Background: an optimization exercise with open tools, aiming at small area, a short achievable clock period and few clock cycles. Do not read the settings as production practice. Power and IR drop assume default switching activity.

lane 3:
==> module pecf_tx, before the edit <==
module pecf_tx (
    input  wire       clk,
    input  wire       rst,
    input  wire       tx_valid,
    input  wire [7:0] tx_data,
    input  wire       tx_last,
    output wire       tx_ready,
    output wire       out_valid,
    output wire [7:0] out_data,
    input  wire       out_ready
);
    localparam [14:0] SEED = 15'h0010;
    reg         pec_hi;      
    reg         pec_lo;      
    reg  [14:0] rem;
    wire        pay = !(pec_hi || pec_lo);
    wire [14:0] rem_next;
    assign out_valid = pay ? tx_valid : 1'b1;
    assign out_data  = pay ? tx_data  : rem[14:7];
    assign tx_ready  = pay && out_ready;
    wire take = out_valid && out_ready;
    pecf_step u_step (
        .rem_in  (rem),
        .data    (out_data),
        .rem_out (rem_next)
    );
    always @(posedge clk) begin
        if (rst) begin
            pec_hi <= 1'b0;
            pec_lo <= 1'b0;
            rem    <= SEED;
        end else if (take) begin
            pec_hi <= pay && tx_last;
            pec_lo <= pec_hi;
            rem    <= pec_lo ? SEED : rem_next;
        end
    end
endmodule
==> module pecf_rx, before the edit <==
module pecf_rx (
    input  wire        clk,
    input  wire        rst,
    input  wire        rx_start,
    input  wire        rx_valid,
    input  wire [7:0]  rx_data,
    input  wire [22:0] noise_floor_uv,
    output reg         blk_valid,
    output reg  [3:0]  blk_dev,
    output wire [15:0] blk_code0,
    output wire [15:0] blk_code1,
    output wire [15:0] blk_code2,
    output wire        blk_pec_ok,
    output wire        pec_err,
    output wire [22:0] blk_uv0,
    output wire [22:0] blk_uv1,
    output wire [22:0] blk_uv2
);
    localparam [14:0] SEED = 15'h0010;
    reg  [2:0]  pos;         
    reg  [14:0] rem;
    reg  [47:0] payload;     
    reg         err;         
    reg  [20:0] x_top, x_mid, x_bot;   
    wire [14:0] rem_next;
    pecf_step u_step (
        .rem_in  ((pos == 3'd0) ? SEED : rem),
        .data    (rx_data),
        .rem_out (rem_next)
    );
    assign blk_code0  = payload[15:0];
    assign blk_code1  = payload[31:16];
    assign blk_code2  = payload[47:32];
    assign blk_pec_ok = (rem == 15'd0);
    assign pec_err    = err || !blk_pec_ok;
    wire [22:0] top_uv;
    pecf_scale u_scale (.code(blk_code2), .uv(top_uv));
    wire [20:0] x_clamped = ({x_top, 2'b00} < noise_floor_uv) ? 21'd0 : x_top;
    assign blk_uv0 = {x_bot, 2'b00};
    assign blk_uv1 = {x_mid, 2'b00};
    assign blk_uv2 = {x_top, 2'b00};
    always @(posedge clk) begin
        if (rx_valid) begin
            rem <= rem_next;
            if (!(pos[2] && pos[1]))
                payload <= {rx_data, payload[47:8]};
        end
        if (pos != 3'd0 && pos != 3'd1)
            x_top <= pos[0] ? x_clamped : top_uv[22:2];
        if (rx_valid && (pos == 3'd3 || pos == 3'd5)) begin
            x_mid <= x_clamped;
            x_bot <= x_mid;
        end
    end
    always @(posedge clk) begin
        blk_valid <= rx_valid && (pos == 3'd7);
        if (rst || rx_start) begin
            pos     <= 3'd0;
            blk_dev <= 4'd0;
            err     <= 1'b0;
        end else begin
            if (rx_valid)
                pos <= pos + 3'd1;
            if (blk_valid) begin
                blk_dev <= blk_dev + 4'd1;
                if (!blk_pec_ok)
                    err <= 1'b1;
            end
        end
    end
endmodule
==> flow/config.mk <==
export PLATFORM = sky130hd
export DESIGN_NAME = pecf_link
export DESIGN_NICKNAME = pecf_link
export VERILOG_FILES = /design/flow/design.v
export SDC_FILE = /design/flow/constraint.sdc
export NUM_CORES = 4
export LEC_CHECK = 0
export CAP_MARGIN = 20
export CORE_MARGIN = 2
export CORE_UTILIZATION = 55
export CTS_BUF_LIST = sky130_fd_sc_hd__clkbuf_8
export SLEW_MARGIN = 20
==> flow/constraint.sdc <==
create_clock -name core_clock -period 9.0 [get_ports {clk}]
set_input_delay 1.8000 -clock core_clock [delete_from_list [all_inputs] [get_ports {clk}]]
set_output_delay 1.8000 -clock core_clock [all_outputs]
set_load 0.01 [all_outputs]
standard.sh (not shown) runs the stock make flow with config.mk's settings and CLKGATE_MAP_FILE= SYNTH_SCRIPT=/design/flow/synth_recipe.tcl, a recipe that flattens the netlist after the stock synthesis.
==> flow/flow/run.sh <==
#!/bin/bash
# The standard layout, except that the port buffers are made as the smallest
# buffer cell (buf_1) instead of the resizer's default pick; the repair steps
# still resize them where timing or slew asks for it.
set -euo pipefail
cd "$(dirname "$0")/.."
bash standard.sh BUFFER_PORTS_ARGS="-buffer_cell sky130_fd_sc_hd__buf_1" finish > standard_flow.log 2>&1
The inputs of lane 2 differ from those of lane 3 as listed below.
-- flow/design.v --
<<< lane 3, line 39
    reg         pec_lo;      
    reg  [14:0] rem;
    wire        pay = !(pec_hi || pec_lo);
    wire [14:0] rem_next;
    assign out_valid = pay ? tx_valid : 1'b1;
    assign out_data  = pay ? tx_data  : rem[14:7];
    assign tx_ready  = pay && out_ready;
    wire take = out_valid && out_ready;
    pecf_step u_step (
        .rem_in  (rem),
        .data    (out_data),
        .rem_out (rem_next)
    );
>>> lane 2, line 39
    reg         pec_lo;      
    reg  [14:0] rem;
    reg         obuf_valid;  
    reg  [7:0]  obuf_data;
    reg         spare_valid;
    reg  [7:0]  spare_data;
    wire        pay   = !(pec_hi || pec_lo);
    wire        f_valid = pay ? tx_valid : 1'b1;
    wire [7:0]  f_data  = pay ? tx_data  : rem[14:7];
    wire        f_take  = f_valid && !spare_valid;
    wire [14:0] rem_next;
    assign tx_ready  = pay && !spare_valid;
    assign out_valid = obuf_valid;
    assign out_data  = obuf_data;
    wire obuf_free = !obuf_valid || out_ready;
    pecf_step u_step (
        .rem_in  (rem),
        .data    (f_data),
        .rem_out (rem_next)
    );
<<< lane 3, line 55
            pec_lo <= 1'b0;
            rem    <= SEED;
        end else if (take) begin
            pec_hi <= pay && tx_last;
            pec_lo <= pec_hi;
            rem    <= pec_lo ? SEED : rem_next;
        end
    end
>>> lane 2, line 62
            pec_lo <= 1'b0;
            rem    <= SEED;
        end else if (f_take) begin
            pec_hi <= pay && tx_last;
            pec_lo <= pec_hi;
            rem    <= pec_lo ? SEED : rem_next;
        end
    end
    always @(posedge clk) begin
        if (obuf_free)
            obuf_data <= spare_valid ? spare_data : f_data;
        if (!obuf_free && !spare_valid)
            spare_data <= f_data;
        if (rst) begin
            obuf_valid  <= 1'b0;
            spare_valid <= 1'b0;
        end else if (obuf_free) begin
            obuf_valid  <= spare_valid || f_valid;
            spare_valid <= 1'b0;
        end else begin
            spare_valid <= spare_valid || f_valid;
        end
    end
<<< lane 3, line 85
    reg  [47:0] payload;     
    reg         err;         
    reg  [20:0] x_top, x_mid, x_bot;   
    wire [14:0] rem_next;
    pecf_step u_step (
>>> lane 2, line 107
    reg  [47:0] payload;     
    reg         err;         
    reg  [20:0] x_top;           
    reg  [20:4] x_mid, x_bot;    
    reg         low_mid, low_bot;
    wire [14:0] rem_next;
    pecf_step u_step (
<<< lane 3, line 99
    wire [22:0] top_uv;
    pecf_scale u_scale (.code(blk_code2), .uv(top_uv));
    wire [20:0] x_clamped = ({x_top, 2'b00} < noise_floor_uv) ? 21'd0 : x_top;
    assign blk_uv0 = {x_bot, 2'b00};
    assign blk_uv1 = {x_mid, 2'b00};
    assign blk_uv2 = {x_top, 2'b00};
    always @(posedge clk) begin
>>> lane 2, line 123
    wire [22:0] top_uv;
    pecf_scale u_scale (.code(blk_code2), .uv(top_uv));
    wire        x_low     = ({x_top, 2'b00} < noise_floor_uv);
    wire [20:0] x_clamped = x_low ? 21'd0 : x_top;
    function [3:0] x25_low (input [3:0] c);
        x25_low = {c[3] ^ c[0], c[2:0]};
    endfunction
    assign blk_uv0 = {x_bot, low_bot ? 4'd0 : x25_low(blk_code0[3:0]), 2'b00};
    assign blk_uv1 = {x_mid, low_mid ? 4'd0 : x25_low(blk_code1[3:0]), 2'b00};
    assign blk_uv2 = {x_top, 2'b00};
    always @(posedge clk) begin
<<< lane 3, line 109
                payload <= {rx_data, payload[47:8]};
        end
        if (pos != 3'd0 && pos != 3'd1)
            x_top <= pos[0] ? x_clamped : top_uv[22:2];
        if (rx_valid && (pos == 3'd3 || pos == 3'd5)) begin
            x_mid <= x_clamped;
            x_bot <= x_mid;
        end
    end
>>> lane 2, line 137
                payload <= {rx_data, payload[47:8]};
        end
        x_top <= pos[0] ? x_clamped : top_uv[22:2];
        if (rx_valid && (pos == 3'd3 || pos == 3'd5)) begin
            x_mid   <= x_clamped[20:4];
            low_mid <= x_low;
            x_bot   <= x_mid;
            low_bot <= low_mid;
        end
    end
--- outcome ---
Lane 2 finished end to end and its layout was clean on timing, DRC and antenna. Lane 2 ends up with lower number of enable flip-flop cells after synthesis than lane 3 does. Area after synthesis in lane 2 is 5.1% higher than in lane 3. From lane 3 to lane 2 the numbers moved as follows: part of the total power dissipated in combinational logic +3.1 points; placed standard-cell area +4.4%; mean instance size in the synthesized netlist ~0 delta. Row synthesized cell count: lane 2 higher / lane 3 lower. Lane 3 has a lower global-route usage than lane 2. The fraction of the mapped netlist area in adder cells of lane 2 falls short of that of lane 3 by 0.51 points. Any difference in sequential portion of the cell area between lane 3 and lane 2 is small enough to ignore. Lane 2 vs. lane 3: total detailed-routing wirelength went up by about 9%, slack of the critical path rose by 0.34 ns.
No functional check of the RTL was part of any run of this note.

==> separate check: timing with driven ports <==
How much do the figures lean on ideal ports? The routed layouts below were timed once more, with nothing changed but the port constraints. Step 1: set_driving_cell puts a clkbuf_16 on clk and a buf_2 on each other input, an assumption about the parent block. Step 2 adds t to the input delays and takes it off the output delays; t is the mean of the earliest and latest rising clock arrival at the registers after step 1. Input paths then give back, and output paths get back, about the clock's delay inside the block. Slacks: no drivers / after step 1 / after step 2; pairs: no drivers / after step 1.
run | t, ns | setup slack, ns | worst register clock-pin slew, ns
lane 3 | 0.486 | 4.821 / 4.833 / 4.348 | 0.09 / 0.09
lane 2 | 0.489 | 5.158 / 5.122 / 4.850 | 0.10 / 0.10
After both steps every run listed still meets setup and hold. For lane 3, which loses most, drivers alone change the setup slack by +0.012 ns; drivers and shift together by -0.473 ns.
